Background: an optimization exercise with open tools, aiming at small area, a short achievable clock period and few clock cycles per item. Do not read the settings as production practice. In this exercise RTL edits were held to simulation tests only and were not proved equivalent to the original. Power and IR drop assume default switching activity.

[design/flow/design.v]
module apt_link (
    input  wire        clk,
    input  wire        rst,           
    input  wire        cmd_valid,
    output wire        cmd_ready,
    input  wire [47:0] cmd_word,
    output reg         rsp_valid,
    output reg  [7:0]  rsp_cmd,
    output reg  [3:0]  rsp_err,
    output reg  [63:0] rsp_data,
    input  wire        rx_valid,
    output wire        rx_ready,
    input  wire [7:0]  rx_data,
    output wire        tx_valid,
    input  wire        tx_ready,
    output wire [7:0]  tx_data
);
    localparam [7:0] MAX_PAYLOAD = 8'd32;
    localparam KA_THRESH = 20;
    localparam N_KA      = 4;
    localparam [15:0] OP_KEEPALIVE      = 16'h0492;
    localparam [15:0] OP_MOVE_COMPLETED = 16'h0464;
    localparam [15:0] OP_MOVE_HOMED     = 16'h0444;
    localparam [7:0] C_NOP = 8'h00, C_RESET = 8'h01, C_OPEN = 8'h02, C_CLOSE = 8'h03,
                     C_KA_SET = 8'h04, C_KA_CLR = 8'h05, C_LOOKUP = 8'h06, C_ENCODE = 8'h07,
                     C_TXB_CLEAR = 8'h08, C_TXB_PUSH = 8'h09, C_WRITE = 8'h0A, C_READ = 8'h0B,
                     C_ABORT = 8'h0C, C_DECODE = 8'h0D, C_RXB_GET = 8'h0E, C_DSTATUS = 8'h0F,
                     C_REG_READ = 8'h10, C_EV_CLEAR = 8'h11, C_WARN_CLEAR = 8'h12;
    localparam [3:0] E_OK = 4'd0, E_UNKNOWN = 4'd1, E_INVOPC = 4'd2, E_MALFORMED = 4'd3,
                     E_INCOMPLETE = 4'd4, E_ABORTED = 4'd5, E_NOT_OPEN = 4'd6, E_POISONED = 4'd7,
                     E_BUSY = 4'd8, E_ILLEGAL = 4'd9, E_TXLEN = 4'd10, E_BAD_SLOT = 4'd11,
                     E_BAD_INDEX = 4'd12, E_TX_OVF = 4'd13, E_FAULTED = 4'd14;
    localparam [1:0] EM_RUN = 2'd0, EM_COPY = 2'd1, EM_RESTORE = 2'd2;
    localparam [1:0] WP_KA = 2'd0, WP_HDR = 2'd1, WP_PAY = 2'd2;
    reg        ex_v;               
    reg        ex_fast;            
    reg        ex_wfast;           
    reg [47:0] cq;                 
    reg [4:0]  cq_ra;              
    reg        r2_v;               
    reg [7:0]  r2_cmd;
    reg        link_open, poisoned, fault, busy;
    reg [7:0]  ka_count;
    reg [7:0]  host_addr;
    reg [N_KA-1:0] ka_valid;
    reg [7:0]  ka_addr [0:N_KA-1];
    reg [15:0] exp_opcode;
    reg [7:0]  exp_src;
    reg        exp_any;
    reg        res_valid, res_has_payload;
    reg [7:0]  res_hdr [0:5];
    reg [7:0]  res_len;
    reg [7:0]  rp0 [0:7];          
    reg [7:0]  rp1 [0:7];
    reg [7:0]  rp2 [0:7];
    reg [7:0]  rp3 [0:7];
    reg [7:0]  tx_len;
    reg [7:0]  tx_pay [0:MAX_PAYLOAD-1];
    reg [15:0] warn_count, last_warn_opcode;
    reg [7:0]  last_warn_src;
    reg [3:0]  last_err;
    reg [7:0]  last_err_cmd;
    reg [N_KA-1:0] ev_done, ev_homed;
    reg [7:0]  rxf [0:63];
    reg [5:0]  rx_head, rx_tail;
    reg [6:0]  rx_cnt;
    reg        rx_ready_r;
    reg [7:0]  txq [0:63];
    reg [5:0]  tq_head, tq_tail;
    reg [6:0]  tq_rc;              
    reg [6:0]  tq_cnt;             
    reg        tx_valid_r;
    reg [7:0]  tx_data_r;
    reg [2:0]  hk;                 
    reg [7:0]  hdr [0:5];
    reg [5:0]  fptr;               
    reg [5:0]  j;                  
    reg [1:0]  em;
    reg [5:0]  rcount;             
    reg        dec_act;            
    reg        want_r;             
    reg        w_act, w_hold;
    reg [1:0]  w_ph;
    reg [3:0]  w_mask;
    reg [2:0]  w_b;
    reg [5:0]  w_i;
    reg        w_burst;
    reg [2:0]  w_nka;
    reg [8:0]  w_need;
    integer i;
    reg    cmd_ready_r;
    assign cmd_ready = cmd_ready_r;
    assign rx_ready  = rx_ready_r;
    assign tx_valid  = tx_valid_r;
    assign tx_data   = tx_data_r;
    wire accept = cmd_valid && cmd_ready;
    wire [7:0] in_code = cmd_word[47:40];
    wire in_z_hi = (cmd_word[39:8] == 32'd0);
    wire in_z_lo = (cmd_word[7:0] == 8'd0);
    wire fast_st = in_z_hi &&
                   ((((in_code == C_TXB_CLEAR) || (in_code == C_NOP)) && in_z_lo) ||
                    ((in_code == C_TXB_PUSH) && (tx_len != MAX_PAYLOAD)));
    wire fast_rxb = (in_code == C_RXB_GET) && (cmd_word[39:8] == 32'd0) && res_valid &&
                    (cmd_word[7:0] < res_len);
    wire fast_ok  = !fault && !busy && (fast_st || fast_rxb);
    wire fast_acc = accept && fast_ok;
    wire [7:0] in_rxb_byte;
    wire rx_acc = rx_valid && rx_ready_r;    
    reg        push;               
    reg  [7:0] rxd;
    wire [6:0] rx_tot = rx_cnt + {6'd0, push};    
    wire tq_pop = tx_valid_r && tx_ready;
    wire [7:0]  c_cmd  = cq[47:40];
    wire [15:0] c_opc  = cq[39:24];
    wire [7:0]  c_p1   = cq[23:16];
    wire [7:0]  c_p2   = cq[15:8];
    wire [7:0]  c_dst  = cq[7:0];
    wire [7:0]  c_b    = cq[7:0];
    wire [7:0]  c_slot = cq[15:8];
    wire [15:0] c_idx  = cq[15:0];
    wire [7:0]  c_off  = cq[15:8];
    wire [7:0]  c_len  = cq[7:0];
    wire [1:0]  c_sel  = cq[9:8];
    wire [7:0]  c_mask = cq[7:0];
    function legal_of(input [47:0] w);
        case (w[47:40])
            C_NOP, C_RESET, C_CLOSE, C_TXB_CLEAR, C_ABORT, C_DECODE, C_WARN_CLEAR:
                legal_of = (w[39:0] == 40'd0);
            C_ENCODE, C_WRITE:
                legal_of = 1'b1;
            C_READ:
                legal_of = (w[15:9] == 7'd0) && (w[7:0] == 8'd0);
            C_OPEN, C_TXB_PUSH, C_REG_READ:
                legal_of = (w[39:8] == 32'd0);
            C_KA_SET, C_LOOKUP, C_RXB_GET, C_DSTATUS:
                legal_of = (w[39:16] == 24'd0);
            C_KA_CLR:
                legal_of = (w[39:16] == 24'd0) && (w[7:0] == 8'd0);
            C_EV_CLEAR:
                legal_of = (w[39:10] == 30'd0);
            default:
                legal_of = 1'b0;
        endcase
    endfunction
    reg c_legal;                   
    reg opc_valid;                 
    reg len_ok;                    
    function [15:0] table_opcode(input [3:0] idx);
        case (idx)
            4'd0:  table_opcode = 16'h0453;
            4'd1:  table_opcode = 16'h0443;
            4'd2:  table_opcode = 16'h0464;
            4'd3:  table_opcode = 16'h0491;
            4'd4:  table_opcode = 16'h0413;
            4'd5:  table_opcode = 16'h0490;
            4'd6:  table_opcode = 16'h0492;
            4'd7:  table_opcode = 16'h0444;
            4'd8:  table_opcode = 16'h040A;
            4'd9:  table_opcode = 16'h040B;
            4'd10: table_opcode = 16'h0414;
            4'd11: table_opcode = 16'h0415;
            4'd12: table_opcode = 16'h0210;
            4'd13: table_opcode = 16'h0211;
            4'd14: table_opcode = 16'h0212;
            default: table_opcode = 16'h0000;
        endcase
    endfunction
    reg in_opc_valid;
    always @* begin
        in_opc_valid = 1'b0;
        for (i = 0; i < 15; i = i + 1)
            if (table_opcode(i[3:0]) == cmd_word[39:24])
                in_opc_valid = 1'b1;
    end
    reg        reg_ok;
    reg [31:0] reg_val;
    always @* begin
        reg_ok  = 1'b1;
        reg_val = 32'd0;
        case (c_b)
            8'h00: reg_val = {20'd0, last_err, 1'b0, (rx_tot != 7'd0), (tq_cnt != 7'd0),
                              res_valid, busy, fault, poisoned, link_open};
            8'h01: reg_val = {24'd0, ka_count};
            8'h02: reg_val = {24'd0, host_addr};
            8'h03: reg_val = {25'd0, rx_tot};
            8'h04: reg_val = {25'd0, tq_cnt};
            8'h05: reg_val = {24'd0, tx_len};
            8'h06: reg_val = {res_hdr[3], res_hdr[2], res_hdr[1], res_hdr[0]};
            8'h07: reg_val = {15'd0, res_has_payload, res_hdr[5], res_hdr[4]};
            8'h08: reg_val = {24'd0, res_len};
            8'h09: reg_val = {7'd0, exp_any, exp_src, exp_opcode};
            8'h0A: reg_val = {16'd0, warn_count};
            8'h0B: reg_val = {8'd0, last_warn_src, last_warn_opcode};
            8'h0C: reg_val = {24'd0, {(8-N_KA){1'b0}}, ev_done};
            8'h0D: reg_val = {24'd0, {(8-N_KA){1'b0}}, ev_homed};
            8'h0E: reg_val = {16'd0, last_err_cmd, 4'd0, last_err};
            8'h0F: reg_val = {16'd15, 4'd0, 4'd4, 8'd20};
            8'h10: reg_val = {23'd0, ka_valid[0], ka_addr[0]};
            8'h11: reg_val = {23'd0, ka_valid[1], ka_addr[1]};
            8'h12: reg_val = {23'd0, ka_valid[2], ka_addr[2]};
            8'h13: reg_val = {23'd0, ka_valid[3], ka_addr[3]};
            default: reg_ok = 1'b0;
        endcase
    end
    wire [4:0] ra = busy ? j[4:0] : cq_ra;
    wire [2:0] ra_r1 = ra[4:2] + 3'd1;
    wire [7:0] bk0 = rp0[(ra[1:0] > 2'd0) ? ra_r1 : ra[4:2]];
    wire [7:0] bk1 = rp1[(ra[1:0] > 2'd1) ? ra_r1 : ra[4:2]];
    wire [7:0] bk2 = rp2[(ra[1:0] > 2'd2) ? ra_r1 : ra[4:2]];
    wire [7:0] bk3 = rp3[ra[4:2]];
    wire [7:0] fb0 = rp0[cmd_word[4:2]];
    wire [7:0] fb1 = rp1[cmd_word[4:2]];
    wire [7:0] fb2 = rp2[cmd_word[4:2]];
    wire [7:0] fb3 = rp3[cmd_word[4:2]];
    assign in_rxb_byte = cmd_word[1] ? (cmd_word[0] ? fb3 : fb2) : (cmd_word[0] ? fb1 : fb0);
    reg  [7:0] win0, win1, win2, win3;
    always @* begin
        case (ra[1:0])
            2'd0: begin win0 = bk0; win1 = bk1; win2 = bk2; win3 = bk3; end
            2'd1: begin win0 = bk1; win1 = bk2; win2 = bk3; win3 = bk0; end
            2'd2: begin win0 = bk2; win1 = bk3; win2 = bk0; win3 = bk1; end
            default: begin win0 = bk3; win1 = bk0; win2 = bk1; win3 = bk2; end
        endcase
    end
    wire [31:0] sw = {win3, win2, win1, win0};
    wire [12:0] sflags = {sw[31], sw[24], sw[14], sw[13], sw[12], sw[10], sw[9],
                          sw[7], sw[6], sw[5], sw[4], sw[1], sw[0]};
    wire        hdr_ok = (hk == 3'd6);
    wire [15:0] f_opc  = {hdr[1], hdr[0]};
    wire [7:0]  f_src  = hdr[5];
    wire        f_long = hdr[4][7];
    wire [7:0]  f_plen = f_long ? hdr[2] : 8'd0;
    wire [8:0]  f_len  = 9'd6 + {1'b0, f_plen};
    reg         hv;
    reg  [7:0]  plen_r;
    reg  [8:0]  flen_r;
    always @(posedge clk) begin
        hv     <= hdr_ok;
        plen_r <= f_plen;
        flen_r <= f_len;
    end
    wire        hvv = hv && hdr_ok;
    wire        f_complete = hvv && ({2'd0, rx_cnt} >= flen_r);
    wire f_match = (f_opc == exp_opcode) && (exp_any || (f_src == exp_src));
    reg [N_KA-1:0] f_slots;
    always @* begin
        for (i = 0; i < N_KA; i = i + 1)
            f_slots[i] = ka_valid[i] && (ka_addr[i] == f_src);
    end
    wire f_unsol = ((f_opc == OP_MOVE_COMPLETED) || (f_opc == OP_MOVE_HOMED)) &&
                   (f_slots != {N_KA{1'b0}}) && (exp_any || (f_src != exp_src));
    wire pl_done_c = ({2'd0, j} == f_plen);      
    wire pl_done   = ({2'd0, j} == plen_r);      
    reg  m_r, exp_new;
    wire rd_busy  = busy && !exp_new;
    wire rd_match = rd_busy && m_r && (em == EM_RUN) && !dec_act;
    wire live     = rd_match && hdr_ok && !pl_done_c && (rx_cnt == (7'd6 + {1'b0, j}));
    wire want     = rd_match && hvv && !pl_done && f_complete;
    wire eng_free = !ex_v && !r2_v;        
    wire do_commit = hvv && (em == EM_RUN) && eng_free &&
                     ((pl_done && ((rd_busy && m_r) || (dec_act && f_complete))) ||
                      (live && push && ({2'd0, j} + 8'd1 == plen_r)));
    wire do_drop   = rd_busy && hvv && !m_r && f_complete && (em == EM_RUN) &&
                     eng_free && !dec_act;
    wire do_decinc = dec_act && hvv && !f_complete && (em == EM_RUN);
    wire start_copy = (em == EM_RUN) && !ex_v && !r2_v &&
                      ((want && want_r) || (dec_act && hvv && f_complete && !pl_done));
    wire pop = do_commit || do_drop;
    wire early = rx_acc && hvv && (em == EM_RUN) && eng_free && live &&
                 (push ? ({2'd0, j} + 8'd2 == plen_r) : ({2'd0, j} + 8'd1 == plen_r));
    reg        lastc;
    reg  [4:0] lidx;
    wire [5:0] j_eff = j + {5'd0, live && push};
    wire [7:0] rx_rd = rxf[fptr];
    wire cap_fifo = !hdr_ok && ({4'd0, hk} < rx_cnt);
    wire cap0     = !hdr_ok && (cap_fifo || push);
    wire cap1     = !hdr_ok && (hk != 3'd5) && push && (rx_cnt == {4'd0, hk} + 7'd1);
    wire [7:0] cap0_b = cap_fifo ? rx_rd : rxd;
    wire       burst_c = (ka_count > KA_THRESH);
    wire [2:0] nvalid  = {2'd0, ka_valid[0]} + {2'd0, ka_valid[1]} +
                         {2'd0, ka_valid[2]} + {2'd0, ka_valid[3]};
    wire [2:0] nka_c   = burst_c ? nvalid : 3'd0;
    wire [8:0] need_c  = ({6'd0, nka_c} * 9'd6) + 9'd6 + {1'b0, tx_len};
    reg        burst_now, w_ka0_r;
    reg  [2:0] nka_now;
    reg  [8:0] need_now;
    reg        fits_now;           
    always @(posedge clk) begin
        burst_now <= burst_c;
        w_ka0_r   <= burst_c && (ka_valid != 4'd0);
        nka_now   <= nka_c;
        need_now  <= need_c;
        fits_now  <= w_act ? (({2'd0, tq_cnt} + w_need) <= 9'd64) : (tq_cnt <= 7'd2);
    end
    wire       fits_w = fits_now;
    wire [1:0] w_slot = w_mask[0] ? 2'd0 : w_mask[1] ? 2'd1 : w_mask[2] ? 2'd2 : 2'd3;
    wire [3:0] w_mask_nx = w_mask & ~(4'd1 << w_slot);
    wire [7:0] tp_byte = tx_pay[w_i[4:0]];
    reg [7:0] w_byte;
    always @* begin
        case (w_ph)
            WP_KA: case (w_b)
                      3'd0: w_byte = OP_KEEPALIVE[7:0];
                      3'd1: w_byte = OP_KEEPALIVE[15:8];
                      3'd2: w_byte = 8'h00;
                      3'd3: w_byte = 8'h00;
                      3'd4: w_byte = ka_addr[w_slot];
                      default: w_byte = host_addr;
                  endcase
            WP_HDR: case (w_b)
                      3'd0: w_byte = c_opc[7:0];
                      3'd1: w_byte = c_opc[15:8];
                      3'd2: w_byte = c_p1;
                      3'd3: w_byte = c_p2;
                      3'd4: w_byte = c_dst;
                      default: w_byte = host_addr;
                  endcase
            default: w_byte = tp_byte;
        endcase
    end
    wire w_step = w_act && !(w_hold && !fits_w);
    wire w_last = (w_ph == WP_PAY) ? ({2'd0, w_i} + 8'd1 == tx_len)
                                   : ((w_ph == WP_HDR) && (w_b == 3'd5) && (tx_len == 8'd0));
    wire w_ka0   = w_ka0_r;
    wire wr_ok   = ex_v && (c_cmd == C_WRITE) && !fault && !busy && link_open && !poisoned &&
                   opc_valid && len_ok;
    wire wr_push0 = wr_ok && (fits_now || ex_wfast);
    wire in_len_ok = cmd_word[7] ? (tx_len == cmd_word[23:16]) : (tx_len == 8'd0);
    wire fast_wr   = accept && (in_code == C_WRITE) && !fault && !busy && link_open &&
                     !poisoned && in_opc_valid && in_len_ok && (tq_cnt == 7'd0);
    wire       tq_push  = w_step || wr_push0;
    wire [7:0] tq_pbyte = w_act   ? w_byte :
                          ex_wfast ? (w_ka0 ? OP_KEEPALIVE[15:8] : c_opc[15:8]) :
                                     (w_ka0 ? OP_KEEPALIVE[7:0] : c_opc[7:0]);
    task rec_err(input [3:0] e, input [7:0] c);
        begin
            if (e != E_OK && e != E_FAULTED) begin
                last_err     <= e;
                last_err_cmd <= c;
            end
            case (e)
                E_UNKNOWN, E_INVOPC, E_MALFORMED, E_BUSY, E_ILLEGAL,
                E_TXLEN, E_BAD_SLOT, E_BAD_INDEX, E_TX_OVF: fault <= 1'b1;
                E_INCOMPLETE, E_ABORTED: poisoned <= 1'b1;
                default: ;
            endcase
        end
    endtask
    task respond(input [7:0] c, input [3:0] e, input [63:0] d);
        begin
            rsp_valid <= 1'b1;
            rsp_cmd   <= c;
            rsp_err   <= e;
            rsp_data  <= (e == E_OK) ? d : 64'd0;
        end
    endtask
    task fail(input [3:0] e);
        begin
            rec_err(e, c_cmd);
            respond(c_cmd, e, 64'd0);
        end
    endtask
    task apply_reset;
        begin
            link_open <= 1'b0; poisoned <= 1'b0; fault <= 1'b0; busy <= 1'b0;
            ka_count <= 8'd0; host_addr <= 8'd0;
            ka_valid <= {N_KA{1'b0}};
            for (i = 0; i < N_KA; i = i + 1) ka_addr[i] <= 8'd0;
            exp_opcode <= 16'd0; exp_src <= 8'd0; exp_any <= 1'b0;
            res_valid <= 1'b0; res_has_payload <= 1'b0; res_len <= 8'd0;
            for (i = 0; i < 6; i = i + 1) res_hdr[i] <= 8'd0;
            tx_len <= 8'd0;
            warn_count <= 16'd0; last_warn_opcode <= 16'd0; last_warn_src <= 8'd0;
            last_err <= 4'd0; last_err_cmd <= 8'd0;
            ev_done <= {N_KA{1'b0}}; ev_homed <= {N_KA{1'b0}};
        end
    endtask
    task flush_rx;
        begin
            rx_head <= 6'd0; rx_tail <= 6'd0; rx_cnt <= 7'd0;
            hk <= 3'd0; fptr <= 6'd0; j <= 6'd0; em <= EM_RUN; dec_act <= 1'b0;
            push <= 1'b0; lastc <= 1'b0;
        end
    endtask
    task flush_tx;
        begin
            tq_head <= 6'd0; tq_tail <= 6'd0; tq_rc <= 7'd0; tq_cnt <= 7'd0;
            tx_valid_r <= 1'b0;
        end
    endtask
    task rp_write(input [4:0] a, input [7:0] d);
        begin
            case (a[1:0])
                2'd0: rp0[a[4:2]] <= d;
                2'd1: rp1[a[4:2]] <= d;
                2'd2: rp2[a[4:2]] <= d;
                default: rp3[a[4:2]] <= d;
            endcase
        end
    endtask
    wire x_fault_ok = !fault || (c_legal && (c_cmd == C_RESET || c_cmd == C_REG_READ));
    wire dec_start  = ex_v && !ex_fast && (c_cmd == C_DECODE) && !fault && !busy && c_legal &&
                      link_open && !poisoned && (rx_tot >= 7'd6);
    wire r2_start   = ex_v && !ex_fast && busy && c_legal &&
                      (((c_cmd == C_ABORT) && !fault) || (c_cmd == C_RESET));
    wire rest_start = r2_start && (c_cmd == C_ABORT) && (j_eff != 6'd0);
    wire em_busy_n  = ((em == EM_COPY) && ({2'd0, j} + 8'd1 != plen_r)) ||
                      ((em == EM_RESTORE) && (j + 6'd1 != rcount)) ||
                      (hdr_ok && start_copy) || rest_start;
    wire w_act_n    = (w_act && !(w_step && w_last)) || wr_ok;
    wire dec_act_n  = (dec_act && !(hdr_ok && (do_commit || do_decinc))) || dec_start;
    wire ready_n    = !(accept || w_act_n || dec_act_n || em_busy_n || r2_start || want || early);
    wire [6:0] rx_popn   = pop ? flen_r[6:0] : 7'd0;
    wire [6:0] rx_cnt_m  = rx_cnt - rx_popn;
    wire [6:0] rx_cnt_p  = rx_cnt_m + 7'd1;
    wire [6:0] rx_cnt_em = rx_cnt + 7'd1 - flen_r[6:0];      
    wire [6:0] rx_cnt_ep = rx_cnt + 7'd2 - flen_r[6:0];
    reg  [5:0] rx_head_p, rx_head_pm, pbase;
    always @(posedge clk) begin
        rx_head_p  <= rx_head + f_len[5:0];
        rx_head_pm <= rx_head + f_len[5:0] - 6'd1;
        pbase      <= rx_head + 6'd6;
    end
    always @(posedge clk) begin
        rsp_valid <= 1'b0;
        if (push) begin
            rxf[rx_tail] <= live ? win0 : rxd;
            rx_tail      <= rx_tail + 6'd1;
        end
        rx_cnt     <= early ? (push ? rx_cnt_ep : rx_cnt_em) : (push ? rx_cnt_p : rx_cnt_m);
        rx_ready_r <= link_open && ((rx_tot + {6'd0, rx_acc}) < 7'd64);
        push       <= rx_acc && !early;
        rxd        <= rx_data;
        lastc      <= early;
        if (early)
            lidx <= plen_r[4:0] - 5'd1;
        if (lastc || (hdr_ok && ((em != EM_RUN) || (live && push))))
            rp_write(lastc ? lidx : j[4:0], (em == EM_RUN) ? rxd : rx_rd);
        if (early)
            rx_head <= rx_head_pm;
        else if (pop)
            rx_head <= rx_head_p;
        want_r <= want;
        exp_new <= 1'b0;
        if (!hdr_ok && ((cap0 && hk == 3'd5) || (cap1 && hk == 3'd4)))
            m_r <= (f_opc == exp_opcode) &&
                   (exp_any || (((cap0 && hk == 3'd5) ? cap0_b : rxd) == exp_src));
        else
            m_r <= f_match;
        if (!hdr_ok) begin
            if (cap0) hdr[hk] <= cap0_b;
            if (cap1) hdr[hk + 3'd1] <= rxd;
            hk   <= hk + {2'd0, cap0} + {2'd0, cap1};
            fptr <= fptr + {5'd0, cap0} + {5'd0, cap1};
        end else begin
            case (em)
            EM_RUN: begin
                if (live && push) begin
                    j    <= j + 6'd1;
                    fptr <= fptr + 6'd1;
                end
                if (do_commit || early) begin
                    for (i = 0; i < 6; i = i + 1) res_hdr[i] <= hdr[i];
                    res_has_payload <= f_long;
                    res_len         <= f_plen;
                    res_valid       <= 1'b1;
                    busy            <= 1'b0;
                    dec_act         <= 1'b0;
                    respond(dec_act ? C_DECODE : C_READ, E_OK,
                            {7'd0, f_long, f_plen, hdr[5], hdr[4], hdr[3], hdr[2], hdr[1], hdr[0]});
                    hk   <= 3'd0;
                    j    <= 6'd0;
                    fptr <= early ? rx_head_pm : rx_head_p;
                end else if (do_drop) begin
                    if (f_unsol) begin
                        for (i = 0; i < N_KA; i = i + 1) begin
                            if (f_slots[i] && f_opc == OP_MOVE_COMPLETED) ev_done[i]  <= 1'b1;
                            if (f_slots[i] && f_opc == OP_MOVE_HOMED)     ev_homed[i] <= 1'b1;
                        end
                    end else begin
                        if (warn_count != 16'hFFFF)
                            warn_count <= warn_count + 16'd1;
                        last_warn_opcode <= f_opc;
                        last_warn_src    <= f_src;
                    end
                    hk   <= 3'd0;
                    j    <= 6'd0;
                    fptr <= rx_head_p;
                end else if (do_decinc) begin
                    dec_act <= 1'b0;
                    rec_err(E_INCOMPLETE, C_DECODE);
                    respond(C_DECODE, E_INCOMPLETE, 64'd0);
                end else if (start_copy) begin
                    em <= EM_COPY;
                end
            end
            EM_COPY: begin
                j    <= j + 6'd1;
                fptr <= fptr + 6'd1;
                if ({2'd0, j} + 8'd1 == plen_r)
                    em <= EM_RUN;
            end
            default: begin       
                j    <= j + 6'd1;
                fptr <= fptr + 6'd1;
                if (j + 6'd1 == rcount) begin
                    em   <= EM_RUN;
                    j    <= 6'd0;
                    fptr <= pbase;
                end
            end
            endcase
        end
        if (tq_push) begin
            txq[tq_tail] <= tq_pbyte;
            tq_tail      <= tq_tail + 6'd1;
        end
        if (!tx_valid_r || tx_ready) begin
            if (tq_rc != 7'd0) begin
                tx_data_r  <= txq[tq_head];
                tx_valid_r <= 1'b1;
                tq_head    <= tq_head + 6'd1;
                tq_rc      <= tq_rc + {6'd0, tq_push} - 7'd1;
            end else if (tq_push) begin
                tx_data_r  <= tq_pbyte;
                tx_valid_r <= 1'b1;
                tq_head    <= tq_head + 6'd1;
            end else
                tx_valid_r <= 1'b0;
        end else
            tq_rc <= tq_rc + {6'd0, tq_push};
        tq_cnt <= tq_pop ? (tq_cnt + {6'd0, tq_push} - 7'd1) : (tq_cnt + {6'd0, tq_push});
        if (fast_wr) begin
            tx_valid_r <= 1'b1;
            tx_data_r  <= w_ka0 ? OP_KEEPALIVE[7:0] : cmd_word[31:24];
            tq_cnt     <= 7'd1;
        end
        if (w_step) begin
            w_hold <= 1'b0;
            if (w_last) begin
                w_act    <= 1'b0;
                ka_count <= w_burst ? 8'd1 : ka_count + 8'd1;
                tx_len   <= 8'd0;
                respond(C_WRITE, E_OK, {32'd0, 7'd0, w_need, 13'd0, w_nka});
            end
            case (w_ph)
                WP_KA: begin
                    if (w_b == 3'd5) begin
                        w_b    <= 3'd0;
                        w_mask <= w_mask_nx;
                        if (w_mask_nx == 4'd0) w_ph <= WP_HDR;
                    end else
                        w_b <= w_b + 3'd1;
                end
                WP_HDR: begin
                    if (w_b == 3'd5) begin
                        w_b  <= 3'd0;
                        w_ph <= WP_PAY;
                    end else
                        w_b <= w_b + 3'd1;
                end
                default: w_i <= w_i + 6'd1;
            endcase
        end
        if (r2_v) begin
            r2_v <= 1'b0;
            respond(r2_cmd, E_OK, 64'd0);
        end
        ex_v    <= accept;
        ex_fast <= fast_acc;
        ex_wfast <= fast_wr;
        cmd_ready_r <= ready_n;
        if (accept) begin
            cq    <= cmd_word;
            c_legal   <= legal_of(cmd_word);
            opc_valid <= in_opc_valid;
            len_ok    <= in_len_ok;
            cq_ra <= (cmd_word[47:40] == C_DSTATUS) ? cmd_word[12:8] : cmd_word[4:0];
        end
        if (ex_v && ex_fast) begin
            if (c_cmd == C_TXB_CLEAR)
                tx_len <= 8'd0;
            else if (c_cmd == C_TXB_PUSH) begin
                tx_pay[tx_len[4:0]] <= c_b;
                tx_len <= tx_len + 8'd1;
            end
        end else if (ex_v) begin
            if (fault && !(c_legal && (c_cmd == C_RESET || c_cmd == C_REG_READ)))
                fail(E_FAULTED);
            else if (busy && !(c_legal && (c_cmd == C_RESET || c_cmd == C_REG_READ ||
                                           c_cmd == C_ABORT)))
                fail(E_BUSY);
            else if (!c_legal)
                fail(E_ILLEGAL);
            else begin
                case (c_cmd)
                C_NOP: respond(c_cmd, E_OK, 64'd0);
                C_RESET: begin
                    apply_reset;
                    flush_rx;
                    flush_tx;
                    rx_ready_r <= 1'b0;
                    if (busy) begin
                        respond(C_READ, E_ABORTED, 64'd0);
                        r2_cmd <= C_RESET;
                        r2_v   <= 1'b1;
                    end else
                        respond(C_RESET, E_OK, 64'd0);
                end
                C_OPEN: begin
                    link_open <= 1'b1;
                    poisoned  <= 1'b0;
                    ka_count  <= 8'd0;
                    host_addr <= c_b;
                    flush_rx;
                    flush_tx;
                    rx_ready_r <= 1'b1;
                    respond(c_cmd, E_OK, 64'd0);
                end
                C_CLOSE: begin
                    link_open <= 1'b0;
                    flush_rx;
                    flush_tx;
                    rx_ready_r <= 1'b0;
                    respond(c_cmd, E_OK, 64'd0);
                end
                C_KA_SET: begin
                    if (c_slot >= N_KA)
                        fail(E_BAD_SLOT);
                    else if (c_b[7])
                        fail(E_ILLEGAL);
                    else begin
                        ka_addr[c_slot[1:0]]  <= c_b;
                        ka_valid[c_slot[1:0]] <= 1'b1;
                        respond(c_cmd, E_OK, 64'd0);
                    end
                end
                C_KA_CLR: begin
                    if (c_slot >= N_KA)
                        fail(E_BAD_SLOT);
                    else begin
                        ka_addr[c_slot[1:0]]  <= 8'd0;
                        ka_valid[c_slot[1:0]] <= 1'b0;
                        respond(c_cmd, E_OK, 64'd0);
                    end
                end
                C_LOOKUP: begin
                    if (c_idx >= 16'd15)
                        fail(E_UNKNOWN);
                    else
                        respond(c_cmd, E_OK, {48'd0, table_opcode(c_idx[3:0])});
                end
                C_ENCODE: begin
                    if (!opc_valid)
                        fail(E_INVOPC);
                    else
                        respond(c_cmd, E_OK, {16'd0, host_addr, c_dst, c_p2, c_p1,
                                              c_opc[15:8], c_opc[7:0]});
                end
                C_TXB_CLEAR: begin
                    tx_len <= 8'd0;
                    respond(c_cmd, E_OK, 64'd0);
                end
                C_TXB_PUSH: begin
                    if (tx_len == MAX_PAYLOAD)
                        fail(E_TX_OVF);
                    else begin
                        tx_pay[tx_len[4:0]] <= c_b;
                        tx_len <= tx_len + 8'd1;
                        respond(c_cmd, E_OK, 64'd0);
                    end
                end
                C_WRITE: begin
                    if (!link_open)
                        fail(E_NOT_OPEN);
                    else if (poisoned)
                        fail(E_POISONED);
                    else if (!opc_valid)
                        fail(E_INVOPC);
                    else if (!len_ok)
                        fail(E_TXLEN);
                    else begin
                        w_act   <= 1'b1;
                        w_burst <= burst_now;
                        w_nka   <= nka_now;
                        w_need  <= need_now;
                        w_mask  <= burst_now ? ka_valid : 4'd0;
                        w_ph    <= w_ka0 ? WP_KA : WP_HDR;
                        w_i     <= 6'd0;
                        w_hold  <= !fits_now && !ex_wfast;
                        w_b     <= ex_wfast ? 3'd2 : fits_now ? 3'd1 : 3'd0;
                    end
                end
                C_READ: begin
                    if (!link_open)
                        fail(E_NOT_OPEN);
                    else if (poisoned)
                        fail(E_POISONED);
                    else begin
                        exp_opcode <= c_opc;
                        exp_src    <= cq[23:16];
                        exp_any    <= cq[8];
                        busy       <= 1'b1;
                        exp_new    <= 1'b1;
                    end
                end
                C_ABORT: begin
                    if (busy) begin
                        busy     <= 1'b0;
                        poisoned <= 1'b1;
                        if (rx_tot != 7'd0) begin
                            rec_err(E_INCOMPLETE, C_READ);
                            respond(C_READ, E_INCOMPLETE, 64'd0);
                        end else begin
                            rec_err(E_ABORTED, C_READ);
                            respond(C_READ, E_ABORTED, 64'd0);
                        end
                        r2_cmd <= C_ABORT;
                        r2_v   <= 1'b1;
                        if (j_eff != 6'd0) begin
                            em     <= EM_RESTORE;
                            rcount <= j_eff;
                            j      <= 6'd0;
                            fptr   <= pbase;
                        end
                    end else
                        respond(c_cmd, E_OK, 64'd0);
                end
                C_DECODE: begin
                    if (!link_open)
                        fail(E_NOT_OPEN);
                    else if (poisoned)
                        fail(E_POISONED);
                    else if (rx_tot < 7'd6)
                        fail(E_INCOMPLETE);
                    else
                        dec_act <= 1'b1;
                end
                C_RXB_GET: begin
                    if (!res_valid || (c_idx >= {8'd0, res_len}))
                        fail(E_BAD_INDEX);
                    else
                        respond(c_cmd, E_OK, {56'd0, win0});
                end
                C_DSTATUS: begin
                    if (c_len != 8'd4)
                        fail(E_MALFORMED);
                    else if (!res_valid || ({1'b0, c_off} + 9'd4 > {1'b0, res_len}))
                        fail(E_MALFORMED);
                    else
                        respond(C_DSTATUS, E_OK, {sw, 19'd0, sflags});
                end
                C_REG_READ: begin
                    if (!reg_ok)
                        fail(E_ILLEGAL);
                    else
                        respond(c_cmd, E_OK, {32'd0, reg_val});
                end
                C_EV_CLEAR: begin
                    if (c_sel == 2'd0)
                        fail(E_ILLEGAL);
                    else begin
                        if (c_sel[0]) ev_done  <= ev_done  & ~c_mask[N_KA-1:0];
                        if (c_sel[1]) ev_homed <= ev_homed & ~c_mask[N_KA-1:0];
                        respond(c_cmd, E_OK, 64'd0);
                    end
                end
                C_WARN_CLEAR: begin
                    warn_count       <= 16'd0;
                    last_warn_opcode <= 16'd0;
                    last_warn_src    <= 8'd0;
                    respond(c_cmd, E_OK, 64'd0);
                end
                default: fail(E_ILLEGAL);
                endcase
            end
        end
        if (fast_acc) begin
            rsp_valid <= 1'b1;
            rsp_cmd   <= in_code;
            rsp_err   <= E_OK;
            rsp_data  <= {56'd0, (in_code == C_RXB_GET) ? in_rxb_byte : 8'd0};
        end
        if (rst) begin
            apply_reset;
            flush_rx;
            flush_tx;
            ex_v       <= 1'b0;
            ex_fast    <= 1'b0;
            ex_wfast   <= 1'b0;
            cmd_ready_r <= 1'b1;
            push       <= 1'b0;
            lastc      <= 1'b0;
            exp_new    <= 1'b0;
            r2_v       <= 1'b0;
            w_act      <= 1'b0;
            want_r     <= 1'b0;
            rx_ready_r <= 1'b0;
            rsp_valid  <= 1'b0;
        end
    end
endmodule
[design/flow/config.mk]
export PLATFORM = sky130hd
export DESIGN_NAME = apt_link
export DESIGN_NICKNAME = apt_link
export VERILOG_FILES = /design/flow/design.v
export SDC_FILE = /design/flow/constraint.sdc
export NUM_CORES = 4
export LEC_CHECK = 0
export ABC_CLOCK_PERIOD_IN_PS = 4000
export CAP_MARGIN = 20
export CORE_MARGIN = 2
export CORE_UTILIZATION = 58
export CTS_CLUSTER_DIAMETER = 80
export CTS_CLUSTER_SIZE = 20
export SLEW_MARGIN = 20
[design/flow/flow/run.sh]
#!/bin/bash
set -euo pipefail
bash standard.sh SETUP_SLACK_MARGIN=5.75 finish > standard_flow.log 2>&1
[design/flow/constraint.sdc]
create_clock -name core_clock -period 10.0 [get_ports {clk}]
set_input_delay 2.0000 -clock core_clock [delete_from_list [all_inputs] [get_ports {clk}]]
set_output_delay 2.0000 -clock core_clock [all_outputs]
set_load 0.01 [all_outputs]
[design/flow/standard.sh]
#!/bin/bash
# synth_recipe.tcl (not shown) runs the flow's synth.tcl, then flattens the netlist and writes it again
# the make line also repeats each setting of config.mk as NAME=value (left out here)
make -C /OpenROAD-flow-scripts/flow DESIGN_CONFIG=/design/flow/config.mk WORK_HOME=/design/flow/orfs CLKGATE_MAP_FILE= SYNTH_SCRIPT=/design/flow/synth_recipe.tcl "${@:-finish}"
==> results of run 1 <==
[layer usage]
layer,GRT usage,routed length (µm)
met5,0,114
met4,0.213,22400
met3,0.0896,38500
met2,0.571,148000
met1,0.541,128000
[flip-flops by register name, indices dropped and copies added (netlist names), 64 cells and up, named ones only]
signal    count
rp3          64
rsp_data     64
txq         512
tx_pay      256
rp2          64
rp1          64
rxf         512
rp0          64
[kinds of logic after synthesis]
family          Yosys count  share of synthesized area
compound gates         1235                     0.0865
flops                  2114                      0.612
xor+xnor                234                     0.0216
buf+inv                 600                     0.0247
mux                     766                      0.142
simple gates           1965                     0.0945
fa+ha+maj               133                     0.0181
[power by group through the flow]
stage	logic (mW)	registers [mW]	clock network (mW)
after floorplan	1.42	9.85	0
after global placement	2.10	9.98	0
final	2.25	9.76	5.99
after detailed placement	2.12	9.98	0
after CTS	2.19	9.76	6.02
after global routing	2.35	9.77	6.31
[timing repair]
| item | CTS | global route |
|---|---|---|
| cloned | 12 | 7 |
| setup endpoints to repair | 1783 | 1293 |
| endpoints found under the hold margin | 0 | 0 |
| gates resized for setup | 278 | 135 |
| pin swaps | 24 | 24 |
| setup buffers | 58 | 52 |
[stage by stage]
stage / power, mW / util / cells / setup WS [ns]
finish: 18.0 / 0.651 / 9511 / 5.68
global route: 18.4 / 0.651 / 9504 / 5.62
CTS: 18.0 / 0.644 / 9445 / 5.59
floorplan: 11.3 / - / 7047 / 5.69
detailed placement: 12.1 / 0.607 / 9139 / 4.13
global placement: 12.1 / 0.607 / 9138 / 4.18
[worst max-delay path by stage]
stage                       startpoint       endpoint  slack (ns)  cells after the start
after CTS                       cq[44]  tx_pay[19][2]        5.59                      8
after floorplan              cmd_valid    rsp_data[0]        5.69                      9
after global routing              j[2]      rx_cnt[6]        5.62                     23
after global placement    cmd_word[44]    rsp_data[3]        4.18                     10
after detailed placement  cmd_word[25]    rsp_data[3]        4.13                     10
final                             j[2]           j[3]        5.68                     19
[synth_stat cells (all sizes together) (51+ instances only)]
master / number / share of area
nor4: 54 / 0.0040
nor2b: 51 / 0.0033
mux2i: 202 / 0.021
a22oi: 100 / 0.0077
edfxtp: 1702 / 0.53
mux4: 480 / 0.11
xnor2: 145 / 0.013
clkbuf: 291 / 0.011
nor3: 120 / 0.0065
nand2: 604 / 0.023
xor2: 87 / 0.0079
nand3: 220 / 0.011
o21ai: 214 / 0.011
mux2: 84 / 0.0098
dfxtp: 412 / 0.085
nand4: 64 / 0.0042
nor2: 586 / 0.023
a21oi: 315 / 0.016
ha: 120 / 0.015
inv: 162 / 0.0063
a31oi: 52 / 0.0034
buf: 141 / 0.0069
[critical path, stage by stage (launching register included)]
cell	delay, ns
dfxtp_4	0.37
buf_12	0.14
clkinvlp_4	0.14
ha_4	0.18
buf_4	0.14
xor2_1	0.13
o21ai_1	0.10
o32a_1	0.25
or4_4	0.54
inv_4	0.09
buf_4	0.10
ha_2	0.18
ha_2	0.18
nand3_1	0.14
xnor2_2	0.20
nor4_4	0.35
a21oi_2	0.11
nand2_2	0.17
nand2_4	0.16
a21oi_1	0.44
[layout make-up]
class	instances	area, µm²	share of cell area
Antenna cell	7	17.5	0.000161
Sequential cell	2114	59400	0.548
Multi-Input combinational cell	4340	36800	0.339
Timing Repair Buffer	442	4400	0.0405
Clock inverter	45	586	0.00540
Tap cell	2204	2760	0.0254
Inverter	168	674	0.00622
Clock buffer	191	3840	0.0354
==> results.ini, run 1 <==
[synthesis]
synth_ff_type=edfxtp_1
ys_types=109
syn_area_um2=96900
async_reset_ff_frac=0
syn_nets=7240
synth_edf_count=1702
seq_area_frac_synth=0.612
syn_inst=7047
avgSynthCellArea_um2=13.8
ys_seq_elements=2114
synth_warnings=2

[critical_path]
rrSetupSlack_ns=5.68
cp.required_ns=10.67
r2r_end=j[3]
path_class=reg -> reg
reg2reg_depth=19
cp.arrival_ns=4.99
r2r-start=j[2]
path_max_fanout=10
worstSetupEndpointType=register
setup.worst_path.start_class=register

[final_layout]
n_fill_cell=12076
nNetsFinal=7399
synthToLayoutAreaGrowth_pct=11.9
design_area_um2=109000
final_common_cell=edfxtp_1
mostFrequentLayoutCells=edfxtp_1, nand2_1, nor2_1, mux4_2, dfxtp_1
drive_gt1_frac=0.193

[min_path]
hp-start=rx_head[0]
hold_depth=0
hold_end=pbase[0]
hold_class=reg -> reg

[power_and_ir_drop]
combPwrFrac=0.125
p_sw_mw=4.58
p_int_mw=13.4
power.density_nw_per_um2=166
power.share.clock=0.333
sw_frac_of_total=0.255
p_leak_nw=35.0
seq_power_share=0.542
ir_drop_uv=198

[sta]
period_share=0.432
period_minus_slack_ns=4.32
slew_viol_final=0
slew_headroom=0.146
hold_viol=0
max_slew.worst_pin.slew_ns=1.28
timing.setup.tns_ns=0
clock_skew_ns=0.0460
max_freq_mhz=232
rsz0062_at_grt=true
setup_viol=0
hold_slack_ns=0.408

[routing]
viasPerCell=7.04
postRouteAntennaNets=0
totalWireLength_um=337000
vias=66976
drtPass1Iterations=9
drtIter0Drc=10543
drc=0
routedWlPerCell_um=35.5

[floorplanning]
initial_utilization=0.582
fp-row-count=150
coreArea_um2=167000
io_pins=149
dieArea_um2=170000
die_x_um=413
die_h_um=413

[clock_tree]
clock-root-buffer=clkbuf_16
htreeDepth=4
ctsLongestPathBuffers=3
clkLatencyLatePin_ns=0.85
cts.sinks=2114
cts_hold_buf=0
cts_buffers=140
cts_tree=done
path_clk_slew_ns=0.09

[placement]
hpwl_um=230000
portBuffers=148
gp_congestion=1.09
dpl-instance-area_um2=101000

[grt]
grt_pass1_vias=62814
antenna_found_initial=24
gr-usage-all-layers=0.389
grt_max_degree=100
grt_first_pass_wirelength_um=467000
overflow=0

[run]
cap_violations=0

[outcome]
status=complete, no violations

Testbench counts, summed over its fixed seeds: cycles 51,185, items 1,200.
==> inputs of run 2 (changes only) <==
--- a/design/flow/design.v
+++ b/design/flow/design.v
@@ -102,7 +102,10 @@
                     ((in_code == C_TXB_PUSH) && (tx_len != MAX_PAYLOAD)));
     wire fast_rxb = (in_code == C_RXB_GET) && (cmd_word[39:8] == 32'd0) && res_valid &&
                     (cmd_word[7:0] < res_len);
-    wire fast_ok  = !fault && !busy && (fast_st || fast_rxb);
+    wire [8:0] in_off4 = {1'b0, cmd_word[15:8]} + 9'd4;
+    wire fast_dst = (in_code == C_DSTATUS) && (cmd_word[39:16] == 24'd0) &&
+                    (cmd_word[7:0] == 8'd4) && res_valid && (in_off4 <= {1'b0, res_len});
+    wire fast_ok  = !fault && !busy && (fast_st || fast_rxb || fast_dst);
     wire fast_acc = accept && fast_ok;
     wire [7:0] in_rxb_byte;
     wire rx_acc = rx_valid && rx_ready_r;    
@@ -202,7 +205,7 @@
             default: reg_ok = 1'b0;
         endcase
     end
-    wire [4:0] ra = busy ? j[4:0] : cq_ra;
+    wire [4:0] ra = busy ? j[4:0] : ex_v ? cq_ra : cmd_word[12:8];
     wire [2:0] ra_r1 = ra[4:2] + 3'd1;
     wire [7:0] bk0 = rp0[(ra[1:0] > 2'd0) ? ra_r1 : ra[4:2]];
     wire [7:0] bk1 = rp1[(ra[1:0] > 2'd1) ? ra_r1 : ra[4:2]];
@@ -779,7 +782,8 @@
             rsp_valid <= 1'b1;
             rsp_cmd   <= in_code;
             rsp_err   <= E_OK;
-            rsp_data  <= {56'd0, (in_code == C_RXB_GET) ? in_rxb_byte : 8'd0};
+            rsp_data  <= (in_code == C_DSTATUS) ? {sw, 19'd0, sflags} :
+                         {56'd0, (in_code == C_RXB_GET) ? in_rxb_byte : 8'd0};
         end
         if (rst) begin
             apply_reset;
==> design/flow/run.sh (new file) <==
#!/bin/bash
# synth_recipe.tcl (not shown) runs the flow's synth.tcl, then flattens the netlist and writes it again
# the make line also repeats each setting of config.mk as NAME=value (left out here)
make -C /OpenROAD-flow-scripts/flow DESIGN_CONFIG=/design/flow/config.mk WORK_HOME=/design/flow/orfs CLKGATE_MAP_FILE= SYNTH_SCRIPT=/design/flow/synth_recipe.tcl finish
--- a/design/flow/config.mk
+++ b/design/flow/config.mk
@@ -8,7 +8,8 @@
 export ABC_CLOCK_PERIOD_IN_PS = 4000
 export CAP_MARGIN = 20
 export CORE_MARGIN = 2
-export CORE_UTILIZATION = 58
+export CORE_UTILIZATION = 55
 export CTS_CLUSTER_DIAMETER = 80
 export CTS_CLUSTER_SIZE = 20
+export SETUP_SLACK_MARGIN = 5
 export SLEW_MARGIN = 20
removed: design/flow/flow/run.sh
removed: design/flow/standard.sh
==> run 2 against run 1 <==
Effect of this change:
- area after synthesis grew 0.45%
- power is essentially flat
- final area shrank 0.69%
- maximum frequency shrank 16%
- die area grew 5.9%
- combinational power grew 4%
- hold slack lost 0.020 ns
- sequential power is essentially flat
==> results.ini, run 2 <==
[outcome]
status=complete, no violations  ; unchanged

[grt]
grt_pass1_vias=61910  ; was 62814
grt_max_degree=68  ; was 100
grt_first_pass_wirelength_um=457000  ; was 467000 µm
antenna_found_initial=23  ; was 24
gr-usage-all-layers=0.354  ; was 0.389
overflow=0  ; unchanged

[clock_tree]
ctsLongestPathBuffers=3  ; unchanged
path_clk_slew_ns=0.08  ; was 0.09 ns
cts_hold_buf=0  ; unchanged
clock-root-buffer=clkbuf_16  ; unchanged
cts.sinks=2114  ; unchanged
cts_buffers=138  ; was 140
htreeDepth=4  ; unchanged
clkLatencyLatePin_ns=0.83  ; was 0.85 ns
cts_tree=done  ; unchanged

[synthesis]
syn_nets=7259  ; was 7240
synth_warnings=2  ; unchanged
synthSimpleGateAreaFrac=0.0907  ; was 0.0945
ys_top_cells_by_area=edfxtp_1, mux4_2, dfxtp_1  ; unchanged
ys_seq_elements=2114  ; unchanged
avgSynthCellArea_um2=13.8  ; about the same
synthMostInstantiatedCell=edfxtp_1  ; unchanged
synth_fa_ha_area_frac=0.0194  ; was 0.0181
yosys-top-cells-count=edfxtp_1, nor2_1, nand2_1  ; was edfxtp_1, nand2_1, nor2_1
synth_ff_type=edfxtp_1  ; unchanged
synth_compound_area_frac=0.0922  ; was 0.0865
synth_top_area_frac=0.525  ; was 0.527
synth_top_family_by_area=multiplexers  ; unchanged
syn_inst=7056  ; was 7047
synth_edf_count=1702  ; unchanged
seq_area_frac_synth=0.610  ; was 0.612
yosys-mux-area-fraction=0.141  ; was 0.142
syn_area_um2=97400  ; was 96900 µm²
synth_xor_area_frac=0.0220  ; was 0.0216
synth_largest_area_cell=edfxtp_1  ; unchanged
async_reset_ff_frac=0  ; unchanged
ys_types=117  ; was 109

[routing]
routedWlPerCell_um=33.8  ; was 35.5 µm
viasPerCell=6.84  ; was 7.04
vias=65680  ; was 66976
drtPass1Iterations=13  ; was 9
totalWireLength_um=325000  ; was 337000 µm
postRouteAntennaNets=0  ; unchanged
drtIter0Drc=10004  ; was 10543
drc=0  ; unchanged

[final_layout]
fin_util=0.612  ; was 0.651
synthToLayoutAreaGrowth_pct=10.7  ; was 11.9%
final_cells=9596  ; was 9511
n_fill_cell=13550  ; was 12076
drive_gt1_frac=0.169  ; was 0.193
mostFrequentLayoutCells=edfxtp_1, nor2_1, nand2_1, mux4_2, dfxtp_1  ; was edfxtp_1, nand2_1, nor2_1, mux4_2, dfxtp_1
final_common_cell=edfxtp_1  ; unchanged
nNetsFinal=7360  ; was 7399

[critical_path]
path_class=reg -> reg  ; unchanged
cp.arrival_ns=5.62  ; was 4.99 ns
setup.worst_path.start_class=register  ; unchanged
rrSetupSlack_ns=4.85  ; was 5.68 ns
cp.required_ns=10.46  ; was 10.67 ns
path_max_fanout=17  ; was 10
worstSetupEndpointType=register  ; unchanged

[floorplanning]
dieArea_um2=180000  ; was 170000 µm²
die_x_um=425  ; was 413 µm
die_h_um=425  ; was 413 µm
initial_utilization=0.553  ; was 0.582
fp-row-count=154  ; was 150
coreArea_um2=176000  ; was 167000 µm²
io_pins=149  ; unchanged

[power_and_ir_drop]
ir_drop_uv=168  ; was 198 µV
report.power.total_mw=18.0  ; about the same
power.density_nw_per_um2=167  ; was 166 nW/µm²
p_leak_nw=34.9  ; was 35.0 nW

[sta]
slew_viol_final=0  ; unchanged
max_freq_mhz=194  ; was 232 MHz
max_slew.worst_pin.slew_ns=1.23  ; was 1.28 ns
period_share=0.515  ; was 0.432
rsz0062_at_grt=true  ; unchanged
clock_skew_ns=0.0273  ; was 0.0460 ns
hold_viol=0  ; unchanged
period_minus_slack_ns=5.15  ; was 4.32 ns
hold_slack_ns=0.388  ; was 0.408 ns
setup_viol=0  ; unchanged
timing.setup.tns_ns=0  ; unchanged
slew_headroom=0.178  ; was 0.146

[placement]
portBuffers=148  ; unchanged
hpwl_um=220000  ; was 230000 µm
place_inst=9254  ; was 9139
gp_congestion=1.03  ; was 1.09

[run]
cap_violations=0  ; unchanged

[min_path]
hold_class=reg -> reg  ; unchanged

-- run 2: cell count changes after synthesis, moves of 31 or more --
cell and change:
mux2i_1 +34, xnor2_1 -39, a22o_1 +31, xor2_1 +47, nand3_1 -69, nor2_1 +58
nand2_1 -117
-- run 2: report_power, final --
part	total, mW	switching [mW]	internal [mW]
logic	2.34	1.33	1.01
clock network	5.91	3.15	2.76
registers	9.77	0.200	9.58
-- run 2: what timing repair did --
action	in CTS	in global routing
buffers inserted	46	35
setup endpoints to repair	610	642
cloned	10	12
resized for setup	110	72
pin swaps	20	19
hold endpoints to repair	0	0
-- run 2: final timing paths --
kind / start / endpoint / cells past startpoint
max reg2reg: cq[43] / txq[54][2] / 8
min reg2reg: rx_head[0] / pbase[0] / 0
min: rx_head[0] / pbase[0] / 0
max: cq[43] / txq[54][2] / 8
-- run 2: kinds of logic after synthesis --
logic type,Yosys count
fa+ha+maj,144
xor+xnor,241
mux,772
compound gates,1311
simple gates,1869
flops,2114
buf+inv,605
-- run 2: cell type report --
cell class	count	area (µm²)	share of cell area
timing repair buffer	398	3830	0.0356
timing repair inverter	1	8.76	0.0000813
clock buffer	185	3660	0.0340
sequential	2114	59400	0.551
inverter	157	609	0.00565
multi-input combinational	4347	36700	0.340
antenna	1	2.50	0.0000232
tap	2340	2930	0.0272
clock inverter	53	643	0.00597
-- run 2: per-stage QoR --
step	cell area (µm²)	setup WS, ns
global route	108000	4.82
finish	108000	4.85
global placement	102000	2.14
CTS	107000	4.98
detailed placement	102000	2.03
floorplan	97600	4.40
-- run 2: worst max-delay path: stages (launching register included) --
cell and delay (ns):
edfxtp_1 0.79, nand2b_1 0.55, nor3_4 0.47, nand2_2 0.42, o31ai_4 0.35, buf_4 0.26
nor2b_1 0.31, nand3_1 0.70, nor2_1 0.91
-- run 2: routing by layer --
metal	global-route usage	routed length, µm	share of wire	vias up
met5	0	139	0.00043	-
met2	0.535	146000	0.45	3751
met4	0.159	17400	0.054	18
met3	0.0645	31400	0.097	720
li1	-	-	-	27688
met1	0.505	130000	0.40	33503
Testbench counts of run 2, summed over its fixed seeds: cycles 50,562, items 1,200.
==> inputs of run 3 (changes only) <==
==> design/flow/flow/run.sh (new file) <==
#!/bin/bash
set -euo pipefail
bash standard.sh SETUP_SLACK_MARGIN=6.0 finish > standard_flow.log 2>&1
==> design/flow/standard.sh (new file) <==
#!/bin/bash
# synth_recipe.tcl (not shown) runs the flow's synth.tcl, then flattens the netlist and writes it again
# the make line also repeats each setting of config.mk as NAME=value (left out here)
make -C /OpenROAD-flow-scripts/flow DESIGN_CONFIG=/design/flow/config.mk WORK_HOME=/design/flow/orfs CLKGATE_MAP_FILE= SYNTH_SCRIPT=/design/flow/synth_recipe.tcl "${@:-finish}"
--- a/design/flow/config.mk
+++ b/design/flow/config.mk
@@ -8,8 +8,7 @@
 export ABC_CLOCK_PERIOD_IN_PS = 4000
 export CAP_MARGIN = 20
 export CORE_MARGIN = 2
-export CORE_UTILIZATION = 55
+export CORE_UTILIZATION = 60
 export CTS_CLUSTER_DIAMETER = 80
 export CTS_CLUSTER_SIZE = 20
-export SETUP_SLACK_MARGIN = 5
 export SLEW_MARGIN = 20
removed: design/flow/run.sh
==> run 3 against run 2 <==
Effect of this change:
- critical path depth increased by 12
- combinational power increased by 13%
- setup slack better by 0.41 ns
==> results.ini, run 3 <==
[sta]
slew_viol_final=0  ; unchanged
period_share=0.474  ; was 0.515
clock_skew_ns=0.0405  ; was 0.0273 ns
fin_ws_ns=5.26  ; was 4.85 ns
hold_viol=0  ; unchanged
period_minus_slack_ns=4.74  ; was 5.15 ns
max_slew.worst_pin.slew_ns=1.30  ; was 1.23 ns
timing.setup.tns_ns=0  ; unchanged
setup_viol=0  ; unchanged
max_freq_mhz=211  ; was 194 MHz
rsz0062_at_grt=true  ; unchanged
slew_headroom=0.133  ; was 0.178

[floorplanning]
initial_utilization=0.605  ; was 0.553
die_h_um=407  ; was 425 µm
dieArea_um2=166000  ; was 180000 µm²
fp-row-count=147  ; was 154
io_pins=149  ; unchanged
die_x_um=407  ; was 425 µm
coreArea_um2=161000  ; was 176000 µm²

[synthesis]
synth_warnings=2  ; unchanged
seq_area_frac_synth=0.610  ; unchanged
synth_edf_count=1702  ; unchanged
syn_area_um2=97400  ; unchanged
synthMostInstantiatedCell=edfxtp_1  ; unchanged
avgSynthCellArea_um2=13.8  ; unchanged
yosys-top-cells-count=edfxtp_1, nor2_1, nand2_1  ; unchanged
synth_ff_type=edfxtp_1  ; unchanged
synth_largest_area_cell=edfxtp_1  ; unchanged
syn_inst=7056  ; unchanged
syn_nets=7259  ; unchanged
async_reset_ff_frac=0  ; unchanged
ys_seq_elements=2114  ; unchanged
ys_top_cells_by_area=edfxtp_1, mux4_2, dfxtp_1  ; unchanged
ys_types=117  ; unchanged
synth_top_area_frac=0.525  ; unchanged

[grt]
grt_max_degree=87  ; was 68
overflow=0  ; unchanged
grt_first_pass_wirelength_um=468000  ; was 457000 µm
grt_pass1_vias=64548  ; was 61910
gr-usage-all-layers=0.398  ; was 0.354
antenna_found_initial=25  ; was 23

[final_layout]
design_area_um2=113000  ; was 108000 µm²
drive_gt1_frac=0.243  ; was 0.169
seq_area_um2=59400  ; about the same
fin_util=0.705  ; was 0.612
synthToLayoutAreaGrowth_pct=16.5  ; was 10.7%
nNetsFinal=7601  ; was 7360
mostFrequentLayoutCells=edfxtp_1, nor2_1, mux4_2, nand2_1, dfxtp_1  ; was edfxtp_1, nor2_1, nand2_1, mux4_2, dfxtp_1
final_common_cell=edfxtp_1  ; unchanged
n_fill_cell=10731  ; was 13550
multi_input_area_um2=39300  ; was 36700 µm²

[routing]
drc=0  ; unchanged
drtIter0Drc=11422  ; was 10004
postRouteAntennaNets=0  ; unchanged
totalWireLength_um=336000  ; was 325000 µm
routedWlPerCell_um=34.7  ; was 33.8 µm
vias=68852  ; was 65680
viasPerCell=7.12  ; was 6.84
drtPass1Iterations=10  ; was 13

[clock_tree]
cts_tree=done  ; unchanged
htreeDepth=4  ; unchanged
cts_hold_buf=0  ; unchanged
clock-root-buffer=clkbuf_16  ; unchanged
ctsLongestPathBuffers=3  ; unchanged
path_clk_slew_ns=0.08  ; about the same
cts.sinks=2114  ; unchanged
clkLatencyLatePin_ns=0.84  ; was 0.83 ns
cts_buffers=133  ; was 138

[critical_path]
path_max_fanout=8  ; was 17
crit_chain=buf_12, mux2_4, o21ai_4, buf_12, inv_16, ha_4, mux2i_1, a22oi_2, buf_4, and2_4, buf_4, nand3_1, o2111ai_2, nand2_2, o211ai_1, nand3_4, o21ai_4, buf_12, buf_12, buf_16  ; was nand2b_1, nor3_4, nand2_2, o31ai_4, buf_4, nor2b_1, nand3_1, nor2_1
worstSetupEndpointType=register  ; unchanged
path_common_cell=buf_12
cp.arrival_ns=5.43  ; was 5.62 ns
reg2reg_depth=20  ; was 8
cp.required_ns=10.69  ; was 10.46 ns
crit_path_max_incr_delay_ns=0.34  ; was 0.91 ns
setup.worst_path.start_class=input pin  ; was register
path_class=in -> reg  ; was reg -> reg
slowest_stage=o211ai_1  ; was nor2_1

[min_path]
hold_depth=0  ; unchanged
hold_class=reg -> reg  ; unchanged

[power_and_ir_drop]
power.density_nw_per_um2=160  ; was 167 nW/µm²
ir_drop_uv=191  ; was 168 µV
p_leak_nw=37.0  ; was 34.9 nW

[placement]
gp_congestion=1.06  ; was 1.03
dpl-instance-area_um2=101000  ; was 102000 µm²
portBuffers=148  ; unchanged
post-place-ws_ns=2.18  ; was 2.03 ns
hpwl_um=216000  ; was 220000 µm

[run]
cap_violations=0  ; unchanged

[outcome]
status=complete, no violations  ; unchanged

==> run 3: kinds of logic (layout without fill, tap and decap cells) <==
kind of cell,count (synthesis),count (layout),synth area share
XOR/XNOR,241,242,0.0220
adder cells (fa/ha/maj),144,144,0.0194
multiplexers,772,788,0.141
buffers and inverters,605,1032,0.0254
other,0,8,0
flip-flops,2114,2114,0.610
AO/OA/AOI/OAI,1311,1312,0.0922
AND/OR/NAND/NOR,1869,1873,0.0907
==> run 3: power breakdown <==
part / switching [mW] / total [mW] / internal, mW / leakage, nW
Sequential: 0.180 / 9.75 / 9.57 / 18.8
Clock: 3.08 / 5.76 / 2.68 / 1.99
Combinational: 1.44 / 2.64 / 1.20 / 16.3
==> run 3: critical path, delay by kind of cell <==
kind,cells,cell delay [ns]
adder cells (fa/ha/maj),1,0.29
buffers and inverters,8,0.97
AO/OA/AOI/OAI,5,1.10
multiplexers,2,0.37
AND/OR/NAND/NOR,4,0.66
==> run 3: path summary, 6_finish.rpt <==
kind	slack, ns	start	end
setup / recovery	5.26	cmd_word[10]	rxf[12][3]
hold / removal	0.39	rx_head[0]	pbase[0]
setup reg to reg	5.43	ex_v	rxf[12][3]
hold reg to reg	0.39	rx_head[0]	pbase[0]
==> run 3: routing by layer <==
metal | global-route usage | vias to the layer above | part of all wire
li1 | - | 28221 | -
met1 | 0.555 | 34756 | 0.37
met2 | 0.586 | 4911 | 0.44
met3 | 0.105 | 952 | 0.13
met4 | 0.193 | 12 | 0.059
met5 | 0 | - | 0.00024
==> run 3: layout make-up <==
class	instances	area share
clock inverter	39	0.00499
multi-input combinational	4359	0.347
antenna	8	0.000176
timing repair buffer	632	0.0628
inverter	157	0.00558
sequential	2114	0.524
clock buffer	203	0.0317
timing repair inverter	1	0.0000772
tap	2160	0.0238
==> run 3: stage by stage <==
stage / hold WS (ns) / instances / power (mW)
after floorplan: 0.355 / 7056 / 11.3
after detailed placement: 0.371 / 9062 / 12.1
after global placement: 0.369 / 9061 / 12.1
final: 0.388 / 9673 / 18.1
after global routing: 0.402 / 9665 / 18.6
after CTS: 0.388 / 9589 / 18.0
==> run 3: repair_timing <==
action                      CTS  global route
setup endpoints to repair  2479          1139
cloned                       54            12
resized for setup           718           256
buffers inserted            231            62
pin swaps                   108            90
==> inputs of run 4 (changes only) <==
==> design/flow/flow/run.sh (replaced) <==
#!/bin/bash
set -euo pipefail
bash standard.sh SETUP_SLACK_MARGIN=5.75 finish > standard_flow.log 2>&1
--- a/design/flow/config.mk
+++ b/design/flow/config.mk
@@ -8,7 +8,7 @@
 export ABC_CLOCK_PERIOD_IN_PS = 4000
 export CAP_MARGIN = 20
 export CORE_MARGIN = 2
-export CORE_UTILIZATION = 60
+export CORE_UTILIZATION = 58
 export CTS_CLUSTER_DIAMETER = 80
 export CTS_CLUSTER_SIZE = 20
 export SLEW_MARGIN = 20
==> run 4 against run 3 <==
Effect of this change:
- still clean on timing, DRC and antenna
- sequential share of layout area rose by 0.87 points
- non-clock buffer count fell by 75
- count of clock-buffer cells in the layout rose by 9
- area after synthesis did not move
- power fell by 0.13%
- hold slack got worse by 0.0016 ns
- final cell count fell by 0.30%
- sequential power barely moved
- synthesized cell count did not move
==> results.ini, run 4 <==
[synthesis]
async_reset_ff_frac=0  ; unchanged
avgSynthCellArea_um2=13.8  ; unchanged
synth_largest_area_cell=edfxtp_1  ; unchanged
yosys-top-cells-count=edfxtp_1, nor2_1, nand2_1  ; unchanged
syn_nets=7259  ; unchanged
synth_top_area_frac=0.525  ; unchanged
ys_types=117  ; unchanged
seq_area_frac_synth=0.610  ; unchanged
synth_warnings=2  ; unchanged
ys_top_cells_by_area=edfxtp_1, mux4_2, dfxtp_1  ; unchanged
syn_area_um2=97400  ; unchanged
ys_seq_elements=2114  ; unchanged
syn_inst=7056  ; unchanged
synthMostInstantiatedCell=edfxtp_1  ; unchanged
synth_ff_type=edfxtp_1  ; unchanged
synth_edf_count=1702  ; unchanged

[floorplanning]
die_x_um=414  ; was 407 µm
fp-row-count=150  ; was 147
coreArea_um2=167000  ; was 161000 µm²
dieArea_um2=171000  ; was 166000 µm²
io_pins=149  ; unchanged
die_h_um=414  ; was 407 µm
initial_utilization=0.583  ; was 0.605

[routing]
drc=0  ; unchanged
totalWireLength_um=331000  ; was 336000 µm
drtIter0Drc=10088  ; was 11422
postRouteAntennaNets=0  ; unchanged
drtPass1Iterations=8  ; was 10
routedWlPerCell_um=34.3  ; was 34.7 µm
vias=67549  ; was 68852
viasPerCell=7.00  ; was 7.12

[final_layout]
nNetsFinal=7526  ; was 7601
drive_gt1_frac=0.222  ; was 0.243
n_fill_cell=11791  ; was 10731
final_common_cell=edfxtp_1  ; unchanged
fin_util=0.668  ; was 0.705
mostFrequentLayoutCells=edfxtp_1, nor2_1, mux4_2, nand2_1, dfxtp_1  ; unchanged
final_cells=9644  ; was 9673
synthToLayoutAreaGrowth_pct=14.5  ; was 16.5%

[critical_path]
path_common_cell=buf_12  ; unchanged
crit_path_max_incr_delay_ns=0.34  ; about the same
path_class=in -> reg  ; unchanged
setup.worst_path.start_class=input pin  ; unchanged
worstSetupEndpointType=register  ; unchanged
r2r-start=cq[44]  ; was ex_v
slowest_stage=mux2i_1  ; was o211ai_1
crit_chain=buf_12, mux2_4, o21ai_4, buf_12, buf_4, buf_12, buf_4, xnor2_4, buf_4, mux2i_1, o2111ai_4, a32oi_2, mux2i_4, nand2_2, o21ai_4, buf_6, buf_12, buf_16  ; was buf_12, mux2_4, o21ai_4, buf_12, inv_16, ha_4, mux2i_1, a22oi_2, buf_4, and2_4, buf_4, nand3_1, o2111ai_2, nand2_2, o211ai_1, nand3_4, o21ai_4, buf_12, buf_12, buf_16
path_max_fanout=10  ; was 8
cp.required_ns=10.59  ; was 10.69 ns
startpoint=cmd_word[10]  ; unchanged
reg2reg_depth=12  ; was 20
cp.arrival_ns=5.27  ; was 5.43 ns

[sta]
period_minus_slack_ns=4.68  ; was 4.74 ns
timing.setup.tns_ns=0  ; unchanged
slew_viol_final=0  ; unchanged
rsz0062_at_grt=true  ; unchanged
clock_skew_ns=0.0400  ; was 0.0405 ns
slew_headroom=0.193  ; was 0.133
period_share=0.468  ; was 0.474
max_freq_mhz=214  ; was 211 MHz
hold_viol=0  ; unchanged
max_slew.worst_pin.slew_ns=1.21  ; was 1.30 ns
setup_viol=0  ; unchanged
hold_slack_ns=0.387  ; was 0.388 ns

[grt]
overflow=0  ; unchanged
gr-usage-all-layers=0.379  ; was 0.398
antenna_found_initial=14  ; was 25
grt_first_pass_wirelength_um=462000  ; was 468000 µm
grt_pass1_vias=63200  ; was 64548
grt_max_degree=68  ; was 87

[clock_tree]
ctsLongestPathBuffers=3  ; unchanged
htreeDepth=4  ; unchanged
clkLatencyLatePin_ns=0.85  ; was 0.84 ns
cts_buffers=136  ; was 133
clock-root-buffer=clkbuf_16  ; unchanged
path_clk_slew_ns=0.09  ; was 0.08 ns
cts_hold_buf=0  ; unchanged
cts.sinks=2114  ; unchanged
cts_tree=done  ; unchanged

[placement]
gp_congestion=1.02  ; was 1.06
portBuffers=148  ; unchanged
hpwl_um=219000  ; was 216000 µm
place_inst=9107  ; was 9062

[power_and_ir_drop]
p_leak_nw=36.3  ; was 37.0 nW
ir_drop_uv=207  ; was 191 µV
power.density_nw_per_um2=163  ; was 160 nW/µm²

[min_path]
hold_depth=0  ; unchanged
hold_class=reg -> reg  ; unchanged
hp-start=rx_head[0]  ; unchanged

[outcome]
status=complete, no violations  ; unchanged

[run]
cap_violations=0  ; unchanged

==> run 4: final timing paths <==
path,end,slack [ns]
worst min register to register,pbase[0],0.39
worst min-delay path,pbase[0],0.39
worst max-delay path,rxf[18][2],5.32
worst max register to register,rsp_data[43],5.60
==> run 4: power by group <==
group / leakage [nW] / internal (mW) / switching [mW]
Combinational: 15.5 / 1.13 / 1.37
Sequential: 18.7 / 9.57 / 0.163
Clock: 2.06 / 2.79 / 3.09
Total: 36.3 / 13.5 / 4.63
==> run 4: metal layers <==
metal	GRT usage	routed length, µm	vias up
li1	-	-	28076
met1	0.540	129000	34366
met2	0.565	148000	4340
met3	0.0717	35700	759
met4	0.184	18800	8
met5	0	47	-
==> run 4: cell type report <==
| class | count | area (µm²) | share of cell area |
|---|---|---|---|
| clock inverters | 35 | 413 | 0.00370 |
| inverters | 157 | 638 | 0.00572 |
| repair buffers | 557 | 6000 | 0.0538 |
| multi-input cells | 4356 | 38400 | 0.344 |
| diodes | 8 | 20.0 | 0.000180 |
| flip-flops and latches | 2114 | 59400 | 0.533 |
| well taps | 2204 | 2760 | 0.0247 |
| clock buffers | 212 | 3870 | 0.0347 |
| repair inverters | 1 | 8.76 | 0.0000785 |
==> run 4: what timing repair did <==
| item | CTS | global route |
|---|---|---|
| buffers inserted | 153 | 74 |
| setup endpoints to repair | 2245 | 1280 |
| resized for setup | 443 | 222 |
| pin swaps | 50 | 44 |
| cloned | 39 | 15 |
==> run 4: cells by family (layout without fill, tap and decap cells) <==
group           Yosys count  count (layout)  synth area share
compound gates         1311            1312            0.0922
flops                  2114            2114             0.610
buf+inv                 605             962            0.0254
simple gates           1869            1869            0.0907
mux                     772             789             0.141
other cells               0               8                 0
xor+xnor                241             242            0.0220
fa+ha+maj               144             144            0.0194
==> run 4: worst max-delay path: cells and delay by family <==
kind            cells  cell delay, ns
compound gates      4            0.79
xor+xnor            1            0.14
buf+inv             9            1.37
mux                 3            0.75
simple gates        1            0.16
==> run 4: metrics by stage <==
| step | total power [mW] | setup WS [ns] | instance area (µm²) |
|---|---|---|---|
| after floorplan | 11.3 | 4.40 | 97700 |
| after global routing | 18.6 | 5.28 | 112000 |
| after detailed placement | 12.1 | 1.90 | 101000 |
| after CTS | 18.0 | 5.45 | 110000 |
| after global placement | 12.0 | 2.00 | 101000 |
| final | 18.1 | 5.32 | 112000 |

Check on run 4: ideal ports give 5.319 ns setup slack; a clkbuf_16 on the clock port and buf_2 on the inputs give 5.363 ns; moving port delays by the midpoint clock arrival (0.924 ns) as well gives 4.439 ns.
